What follows belongs to an exercise in optimizing a design on an open flow for small area, a short achievable clock period and few clock cycles; a production flow would make more cautious choices. The RTL was checked by simulation tests, not by an equivalence proof against the original design. Power figures rest on the tool's default switching activity, not on a simulated workload.

== main ==
==> flow/design.v <==
module bp_unpack (
    input  wire         clk,
    input  wire         rst,
    input  wire         blk_valid,
    output wire         blk_ready,
    input  wire [5:0]   blk_width,
    input  wire         blk_first,
    input  wire         in_valid,
    output wire         in_ready,
    input  wire [127:0] in_data,
    output reg          out_valid,
    input  wire         out_ready,
    output reg  [127:0] out_data
);
    reg        pv;         
    reg [5:0]  pw;
    reg        pf;
    reg        busy;       
    reg [5:0]  width;      
    reg        wz;         
    reg [4:0]  grp;        
    reg [4:0]  s;          
    reg [5:0]  e;          
    reg        strad;      
    reg        cons;       
    reg        zf;         
    reg        rv;         
    reg        irx, iry;   
    reg [127:0] R;         
    reg         dv;        
    reg         dz;        
    reg [127:0] D;         
    wire adv  = !out_valid || out_ready;
    wire step = busy && adv && (wz || (rv && (!strad || in_valid)));
    wire last = step && (grp == 5'd31);
    wire take = pv && (!busy || last);
    assign blk_ready = !pv;
    assign in_ready  = iry || (irx && out_ready);
    wire rv_n   = (in_valid && in_ready) || (rv && !(step && cons));
    wire busy_n = take || (busy && !last);
    wire cons_n = take ? (pw == 6'd32) : (step ? e_nx[5] : cons);
    wire ov_n   = adv ? dv : out_valid;
    wire [5:0] e_nx = {1'b0, e[4:0]} + width;
    wire [31:0] mask;
    genvar k;
    generate
        for (k = 0; k < 32; k = k + 1) begin : mk
            assign mask[k] = (width > k);
        end
    endgenerate
    wire [127:0] fld;
    wire [127:0] value;
    genvar j;
    generate
        for (j = 0; j < 4; j = j + 1) begin : lane
            wire [62:0] win = {in_data[32*j +: 31], R[32*j +: 32]};
            reg  [38:0] l1;
            reg  [32:0] l2;
            reg  [31:0] l3;
            integer i;
            always @* begin
                for (i = 0; i < 39; i = i + 1)
                    case (s[4:3])
                        2'd0: l1[i] = win[i];
                        2'd1: l1[i] = win[i + 8];
                        2'd2: l1[i] = win[i + 16];
                        default: l1[i] = win[i + 24];
                    endcase
                for (i = 0; i < 33; i = i + 1)
                    case (s[2:1])
                        2'd0: l2[i] = l1[i];
                        2'd1: l2[i] = l1[i + 2];
                        2'd2: l2[i] = l1[i + 4];
                        default: l2[i] = l1[i + 6];
                    endcase
                for (i = 0; i < 32; i = i + 1)
                    l3[i] = s[0] ? l2[i + 1] : l2[i];
            end
            assign fld[32*j +: 32] = l3 & mask;
            wire [31:0] off = out_data[32*j +: 32];
            assign value[32*j +: 32] = dz ? D[32*j +: 32] : D[32*j +: 32] + off;
        end
    endgenerate
    always @(posedge clk) begin
        if (in_valid && in_ready)
            R <= in_data;
    end
    always @(posedge clk) begin
        if (rst) begin
            busy      <= 1'b0;
            width     <= 6'd0;
            wz        <= 1'b1;
            grp       <= 5'd0;
            s         <= 5'd0;
            e         <= 6'd0;
            strad     <= 1'b0;
            cons      <= 1'b0;
            zf        <= 1'b0;
            rv        <= 1'b0;
            irx       <= 1'b0;
            iry       <= 1'b1;
            pv        <= 1'b0;
            dv        <= 1'b0;
            out_valid <= 1'b0;
        end else begin
            rv  <= rv_n;
            irx <= busy_n && cons_n;
            iry <= !rv_n || (busy_n && cons_n && !ov_n);
            if (blk_valid && blk_ready) begin
                pv <= 1'b1;
                pw <= blk_width;
                pf <= blk_first;
            end else if (take) begin
                pv <= 1'b0;
            end
            if (take) begin
                busy  <= 1'b1;
                width <= pw;
                wz    <= (pw == 6'd0);
                grp   <= 5'd0;
                s     <= 5'd0;
                e     <= pw;
                strad <= 1'b0;
                cons  <= (pw == 6'd32);
                zf    <= pf;
            end else if (step) begin
                grp   <= grp + 5'd1;
                s     <= e[4:0];
                e     <= e_nx;
                strad <= e_nx[5] && (e_nx[4:0] != 5'd0);
                cons  <= e_nx[5];
                zf    <= 1'b0;
                if (last)
                    busy <= 1'b0;
            end
            if (adv) begin
                dv        <= step;
                out_valid <= dv;
            end
        end
    end
    always @(posedge clk) begin
        if (adv) begin
            D  <= fld;
            dz <= zf;
        end
        if (adv && dv)
            out_data <= value;
    end
endmodule
Settings: LEC_CHECK=0, CAP_MARGIN=20, CORE_MARGIN=2, CORE_UTILIZATION=55, CTS_BUF_LIST=sky130_fd_sc_hd__clkbuf_8, SETUP_SLACK_MARGIN=3.9, SLEW_MARGIN=20; clock period 7.0 ns.
standard.sh (not shown) runs the stock make flow with config.mk's settings and CLKGATE_MAP_FILE= SYNTH_SCRIPT=/design/flow/synth_recipe.tcl, a recipe that flattens the netlist after the stock synthesis.
==> flow/flow/run.sh <==
#!/bin/bash
# Standard layout, with the port buffers made as buf_1 cells instead of the
# delay-buffer cell buffer_ports picks by default.
export BUFFER_PORTS_ARGS="-buffer_cell sky130_fd_sc_hd__buf_1"
bash standard.sh > standard.log 2>&1
Testbench counts of main, summed over its fixed seeds: cycles 16,416.
Changes in the feature branch relative to main:
--- a/flow/design.v
+++ b/flow/design.v
@@ -37,9 +37,9 @@
     assign blk_ready = !pv;
     assign in_ready  = iry || (irx && out_ready);
+    wire [5:0] e_nx = {1'b0, e[4:0]} + width;
     wire rv_n   = (in_valid && in_ready) || (rv && !(step && cons));
     wire busy_n = take || (busy && !last);
     wire cons_n = take ? (pw == 6'd32) : (step ? e_nx[5] : cons);
     wire ov_n   = adv ? dv : out_valid;
-    wire [5:0] e_nx = {1'b0, e[4:0]} + width;
     wire [31:0] mask;
     genvar k;
==> comparison <==
- Number of filler instances in the final layout of the feature branch is on par with main.
- As far as sum of internal, switching and leakage power goes, main and the feature branch are indistinguishable; the numbers are identical.
- As far as clock edge transition at the registers on the reported setup and hold paths is concerned, main and the feature branch perform about the same.
- Reported for the feature branch and main, xor/xnor share of the synthesized area turned out identical to the last digit.
- From main to the feature branch, met3 wire length did not move at all.
- The chip width on main is in line with that on the feature branch.
- Via count: the feature branch vs main identical
- Going from main to the feature branch, worst ir drop on vdd flat, design area flat, count of pins over their slew limit flat, final estimated routing congestion in global placement flat, cell count after synthesis flat.
Testbench counts of the feature branch, summed over its fixed seeds: cycles 16,416.

---

## job 8727
// bp_unpack: RTL as listed in full above, without the edits since
==> flow/config.mk <==
export PLATFORM = sky130hd
export DESIGN_NAME = bp_unpack
export DESIGN_NICKNAME = bp_unpack
export VERILOG_FILES = /design/flow/design.v
export SDC_FILE = /design/flow/constraint.sdc
export NUM_CORES = 4
export LEC_CHECK = 0
export CAP_MARGIN = 20
export CORE_MARGIN = 2
export CORE_UTILIZATION = 50
export SETUP_SLACK_MARGIN = 3.6
export SLEW_MARGIN = 20
==> flow/constraint.sdc <==
create_clock -name core_clock -period 7.0 [get_ports {clk}]
set_input_delay 1.4000 -clock core_clock [delete_from_list [all_inputs] [get_ports {clk}]]
set_output_delay 1.4000 -clock core_clock [all_outputs]
set_load 0.01 [all_outputs]
run.sh (not shown) runs the stock make flow with config.mk's settings and CLKGATE_MAP_FILE= SYNTH_SCRIPT=/design/flow/synth_recipe.tcl, a recipe that flattens the netlist after the stock synthesis.
Stock flow here: none of the scripts above is used.
Job 8727 reached the final stage; the timing, design-rule and antenna checks on its layout passed.
Testbench counts of job 8727, summed over its fixed seeds: cycles 16,416.
diff inputs: job 8727 => job 4810
-- flow/design.v --
<<< job 8727, line 21
    reg [4:0]  grp;        
    reg [4:0]  s;          
    reg [5:0]  e;          
    reg        strad;      
    reg        cons;       
    reg        zf;         
    reg        rv;         
    reg        irx, iry;   
    reg [127:0] R;         
    reg         dv;        
>>> job 4810, line 21
    reg [4:0]  grp;        
    reg [4:0]  s;          
    reg        strad;      
    reg        cons;       
    reg        zf;         
    reg        rv;         
    reg [127:0] R;         
    reg         dv;        
<<< job 8727, line 36
    wire take = pv && (!busy || last);
    assign blk_ready = !pv;
    assign in_ready  = iry || (irx && out_ready);
    wire rv_n   = (in_valid && in_ready) || (rv && !(step && cons));
    wire busy_n = take || (busy && !last);
    wire cons_n = take ? (pw == 6'd32) : (step ? e_nx[5] : cons);
    wire ov_n   = adv ? dv : out_valid;
    wire [5:0] e_nx = {1'b0, e[4:0]} + width;
    wire [31:0] mask;
    genvar k;
>>> job 4810, line 34
    wire take = pv && (!busy || last);
    assign blk_ready = !pv;
    assign in_ready  = !rv || (busy && adv && cons);
    wire [4:0] s_nx = s + width[4:0];
    wire [6:0] t_nx = {2'b0, s_nx} + {1'b0, width};
    wire [31:0] mask;
    genvar k;
<<< job 8727, line 51
    wire [127:0] fld;
    wire [127:0] value;
    genvar j;
    generate
>>> job 4810, line 46
    wire [127:0] fld;
    wire [127:0] value;
    function [31:0] add32;
        input [31:0] a, b;
        reg [31:0] g, p;
        integer i, l;
        begin
            g = a & b;
            p = a ^ b;
            for (l = 0; l < 5; l = l + 1)
                for (i = 0; i < 32; i = i + 1)
                    if ((i % (2 << l)) == (2 << l) - 1) begin
                        g[i] = g[i] | (p[i] & g[i - (1 << l)]);
                        p[i] = p[i] & p[i - (1 << l)];
                    end
            for (l = 3; l >= 0; l = l - 1)
                for (i = 0; i < 32; i = i + 1)
                    if (i >= (3 << l) - 1 && (i % (2 << l)) == (1 << l) - 1) begin
                        g[i] = g[i] | (p[i] & g[i - (1 << l)]);
                        p[i] = p[i] & p[i - (1 << l)];
                    end
            add32 = a ^ b ^ {g[30:0], 1'b0};
        end
    endfunction
    genvar j;
    generate
<<< job 8727, line 78
            end
            assign fld[32*j +: 32] = l3 & mask;
            wire [31:0] off = out_data[32*j +: 32];
            assign value[32*j +: 32] = dz ? D[32*j +: 32] : D[32*j +: 32] + off;
        end
    endgenerate
>>> job 4810, line 95
            end
            assign fld[32*j +: 32] = l3 & mask;
            wire [31:0] off = dz ? 32'd0 : out_data[32*j +: 32];
            assign value[32*j +: 32] = add32(D[32*j +: 32], off);
        end
    endgenerate
<<< job 8727, line 93
            grp       <= 5'd0;
            s         <= 5'd0;
            e         <= 6'd0;
            strad     <= 1'b0;
            cons      <= 1'b0;
            zf        <= 1'b0;
            rv        <= 1'b0;
            irx       <= 1'b0;
            iry       <= 1'b1;
            pv        <= 1'b0;
            dv        <= 1'b0;
            out_valid <= 1'b0;
        end else begin
            rv  <= rv_n;
            irx <= busy_n && cons_n;
            iry <= !rv_n || (busy_n && cons_n && !ov_n);
            if (blk_valid && blk_ready) begin
                pv <= 1'b1;
>>> job 4810, line 110
            grp       <= 5'd0;
            s         <= 5'd0;
            strad     <= 1'b0;
            cons      <= 1'b0;
            zf        <= 1'b0;
            rv        <= 1'b0;
            pv        <= 1'b0;
            dv        <= 1'b0;
            out_valid <= 1'b0;
        end else begin
            if (in_valid && in_ready)
                rv <= 1'b1;
            else if (step && cons)
                rv <= 1'b0;
            if (blk_valid && blk_ready) begin
                pv <= 1'b1;
<<< job 8727, line 120
                grp   <= 5'd0;
                s     <= 5'd0;
                e     <= pw;
                strad <= 1'b0;
                cons  <= (pw == 6'd32);
>>> job 4810, line 135
                grp   <= 5'd0;
                s     <= 5'd0;
                strad <= 1'b0;
                cons  <= (pw == 6'd32);
<<< job 8727, line 126
            end else if (step) begin
                grp   <= grp + 5'd1;
                s     <= e[4:0];
                e     <= e_nx;
                strad <= e_nx[5] && (e_nx[4:0] != 5'd0);
                cons  <= e_nx[5];
                zf    <= 1'b0;
                if (last)
>>> job 4810, line 140
            end else if (step) begin
                grp   <= grp + 5'd1;
                s     <= s_nx;
                strad <= (t_nx > 7'd32);
                cons  <= (t_nx >= 7'd32) && !wz;
                zf    <= 1'b0;
                if (last)
<<< job 8727, line 141
    end
    always @(posedge clk) begin
        if (adv) begin
            D  <= fld;
            dz <= zf;
>>> job 4810, line 154
    end
    always @(posedge clk) begin
        if (step) begin
            D  <= fld;
            dz <= zf;
--- outcome ---
[compare] base=job 8727 new=job 4810: share of final layout cell area taken by clock buffers and inverters has increased; clock group total power has increased; reported net switching power has decreased; instance count on the critical path has increased. Relative to job 8727, maximum ir drop on the vdd rail has increased by 9.2% in job 4810. On data arrival time of the worst path, the lower figure sits with job 8727, not job 4810. Job 4810 vs. job 8727: total power went down by 1.6%. Job 8727 -> job 4810: average footprint of a synthesized cell increased by a few percent. Relative to job 8727, the largest incremental delay on the critical path of job 4810 is higher by 240 ps. Routed wire in job 4810 totals less than in job 8727. Count of clock-buffer cells in the layout (job 4810 over job 8727): decrease, 10. Between job 8727 and job 4810, final cell count is lower for job 4810, job 8727 comes in above that.
Testbench counts of job 4810, summed over its fixed seeds: cycles 16,416.

---

Another version of the RTL of bp_unpack (not shown whole).
Size in the first run: roughly 3300 cells after synthesis, ~280 flip-flops, roughly 270 I/O pins.
==> module bp_unpack, before the edit <==
module bp_unpack (
    input  wire         clk,
    input  wire         rst,
    input  wire         blk_valid,
    output wire         blk_ready,
    input  wire [5:0]   blk_width,
    input  wire         blk_first,
    input  wire         in_valid,
    output wire         in_ready,
    input  wire [127:0] in_data,
    output reg          out_valid,
    input  wire         out_ready,
    output reg  [127:0] out_data
);
    reg        busy;       
    reg [5:0]  width;      
    reg [4:0]  grp;        
    reg [5:0]  s;          
    reg        needw;      
    reg        zf;         
    reg [31:0] R [0:3];    
    wire slot = !out_valid || out_ready;
    wire step = busy && slot && (!needw || in_valid);
    wire last = step && (grp == 5'd31);
    wire take = blk_valid && blk_ready;
    assign blk_ready = !busy || last;
    assign in_ready  = busy && slot && needw;
    wire [6:0] t     = {1'b0, s} + {1'b0, width};
    wire       tgt   = (t > 7'd32);
    wire [5:0] s_nx  = tgt ? (t[5:0] - 6'd32) : t[5:0];
    wire [6:0] t_nx  = {1'b0, s_nx} + {1'b0, width};
    wire [31:0] mask = (width[5] ? 32'hFFFFFFFF : ((32'd1 << width[4:0]) - 32'd1));
    wire [31:0] value [0:3];
    genvar j;
    generate
        for (j = 0; j < 4; j = j + 1) begin : lane
            wire [31:0] w   = in_data[32*j +: 32];
            wire [31:0] lo  = s[5] ? w : R[j];
            wire [62:0] win = {w[30:0], lo};
            wire [31:0] fld = win >> s[4:0];
            wire [31:0] off = zf ? 32'd0 : out_data[32*j +: 32];
            assign value[j] = (fld & mask) + off;
            always @(posedge clk) begin
                if (step && needw)
                    R[j] <= w;
            end
        end
    endgenerate
    always @(posedge clk) begin
        if (rst) begin
            busy      <= 1'b0;
            width     <= 6'd0;
            grp       <= 5'd0;
            s         <= 6'd32;
            needw     <= 1'b0;
            zf        <= 1'b0;
            out_valid <= 1'b0;
        end else begin
            if (take) begin
                busy  <= 1'b1;
                width <= blk_width;
                grp   <= 5'd0;
                s     <= 6'd32;
                needw <= (blk_width != 6'd0);
                zf    <= blk_first;
            end else if (step) begin
                grp   <= grp + 5'd1;
                s     <= s_nx;
                needw <= (t_nx > 7'd32);
                zf    <= 1'b0;
                if (last)
                    busy <= 1'b0;
            end
            if (step)
                out_valid <= 1'b1;
            else if (out_ready)
                out_valid <= 1'b0;
        end
    end
    always @(posedge clk) begin
        if (step)
            out_data <= {value[3], value[2], value[1], value[0]};
    end
endmodule
make LEC_CHECK=0 CAP_MARGIN=20 CORE_MARGIN=2 CORE_UTILIZATION=30 SLEW_MARGIN=20 finish   # period 7.0 ns
Testbench counts at the start, summed over its fixed seeds: cycles 16,400.
Change:
--- a/flow/design.v
+++ b/flow/design.v
@@ -17,31 +17,41 @@
     reg [4:0]  grp;        
     reg [5:0]  s;          
     reg        needw;      
     reg        zf;         
     reg [31:0] R [0:3];    
-    wire slot = !out_valid || out_ready;
-    wire step = busy && slot && (!needw || in_valid);
+    reg         dv;        
+    reg         dz;        
+    reg [127:0] D;         
+    wire adv  = !out_valid || out_ready;
+    wire step = busy && adv && (!needw || in_valid);
     wire last = step && (grp == 5'd31);
     wire take = blk_valid && blk_ready;
     assign blk_ready = !busy || last;
-    assign in_ready  = busy && slot && needw;
+    assign in_ready  = busy && adv && needw;
     wire [6:0] t     = {1'b0, s} + {1'b0, width};
     wire       tgt   = (t > 7'd32);
     wire [5:0] s_nx  = tgt ? (t[5:0] - 6'd32) : t[5:0];
     wire [6:0] t_nx  = {1'b0, s_nx} + {1'b0, width};
-    wire [31:0] mask = (width[5] ? 32'hFFFFFFFF : ((32'd1 << width[4:0]) - 32'd1));
-    wire [31:0] value [0:3];
+    wire [31:0] mask;
+    genvar k;
+    generate
+        for (k = 0; k < 32; k = k + 1) begin : mk
+            assign mask[k] = (width > k);
+        end
+    endgenerate
+    wire [127:0] fld;
+    wire [127:0] value;
     genvar j;
     generate
         for (j = 0; j < 4; j = j + 1) begin : lane
             wire [31:0] w   = in_data[32*j +: 32];
             wire [31:0] lo  = s[5] ? w : R[j];
             wire [62:0] win = {w[30:0], lo};
-            wire [31:0] fld = win >> s[4:0];
-            wire [31:0] off = zf ? 32'd0 : out_data[32*j +: 32];
-            assign value[j] = (fld & mask) + off;
+            assign fld[32*j +: 32] = (win >> s[4:0]) & mask;
+            wire [31:0] off = dz ? 32'd0 : out_data[32*j +: 32];
+            assign value[32*j +: 32] = D[32*j +: 32] + off;
             always @(posedge clk) begin
                 if (step && needw)
                     R[j] <= w;
             end
         end
@@ -52,10 +62,11 @@
             width     <= 6'd0;
             grp       <= 5'd0;
             s         <= 6'd32;
             needw     <= 1'b0;
             zf        <= 1'b0;
+            dv        <= 1'b0;
             out_valid <= 1'b0;
         end else begin
             if (take) begin
                 busy  <= 1'b1;
                 width <= blk_width;
@@ -69,16 +80,20 @@
                 needw <= (t_nx > 7'd32);
                 zf    <= 1'b0;
                 if (last)
                     busy <= 1'b0;
             end
-            if (step)
-                out_valid <= 1'b1;
-            else if (out_ready)
-                out_valid <= 1'b0;
+            if (adv) begin
+                dv        <= step;
+                out_valid <= dv;
+            end
         end
     end
     always @(posedge clk) begin
-        if (step)
-            out_data <= {value[3], value[2], value[1], value[0]};
+        if (step) begin
+            D     <= fld;
+            dz    <= zf;
+        end
+        if (adv && dv)
+            out_data <= value;
     end
 endmodule
Effect:
- power climbs by about 0.7%
- via count climbs by about 3.7%
- critical path depth drops by 17
- final cell count climbs by about 5.6%
- worst setup slack gains 1.5 ns
- cell area climbs by 11%
- hold slack is about the same
- combinational power drops by 36%
- utilization drops by 0.44 points
- sequential share of layout area climbs by 7.7 points
- synthesized area climbs by 12%
Testbench counts after the change, summed over its fixed seeds: cycles 16,408.

[afterwards: timing with drivers on the ports]
No port has a modelled driver above. Below, the same layouts with a new extraction and two added sets of constraints.
Step 1: set_driving_cell puts a clkbuf_16 on clk and a buf_2 on each other input, an assumption about the parent block.
Step 2 times the ports against the registers' clock, not the clock port: input delays grow and output delays shrink by t, the midpoint of the rising clock arrivals with the driver on.
a / b / c = no drivers / after step 1 / after step 2; a / b = the first two.
run | shift t [ns] | setup slack, ns | worst setup path after step 2 | worst register clock-pin slew, ns | worst slew at a driven data input, ns
main | 0.738 | 3.807 / 3.766 / 3.284 | input to register | 0.07 / 0.07 | 0.06
the feature branch | 0.738 | 3.807 / 3.766 / 3.284 | input to register | 0.07 / 0.07 | 0.06
job 8727 | 0.661 | 3.642 / 3.613 / 3.281 | input to register | 0.07 / 0.07 | 0.05
job 4810 | 0.651 | 3.472 / 3.472 / 3.307 | input to register | 0.06 / 0.06 | 0.06
the first run of note 3 | 0.645 | 1.066 / 1.066 / 0.582 | input to register | 0.07 / 0.07 | 0.11
the second run of note 3 | 0.704 | 2.599 / 2.572 / 2.572 | input to output | 0.06 / 0.06 | 0.22
After both steps setup and hold are still met in every run listed.
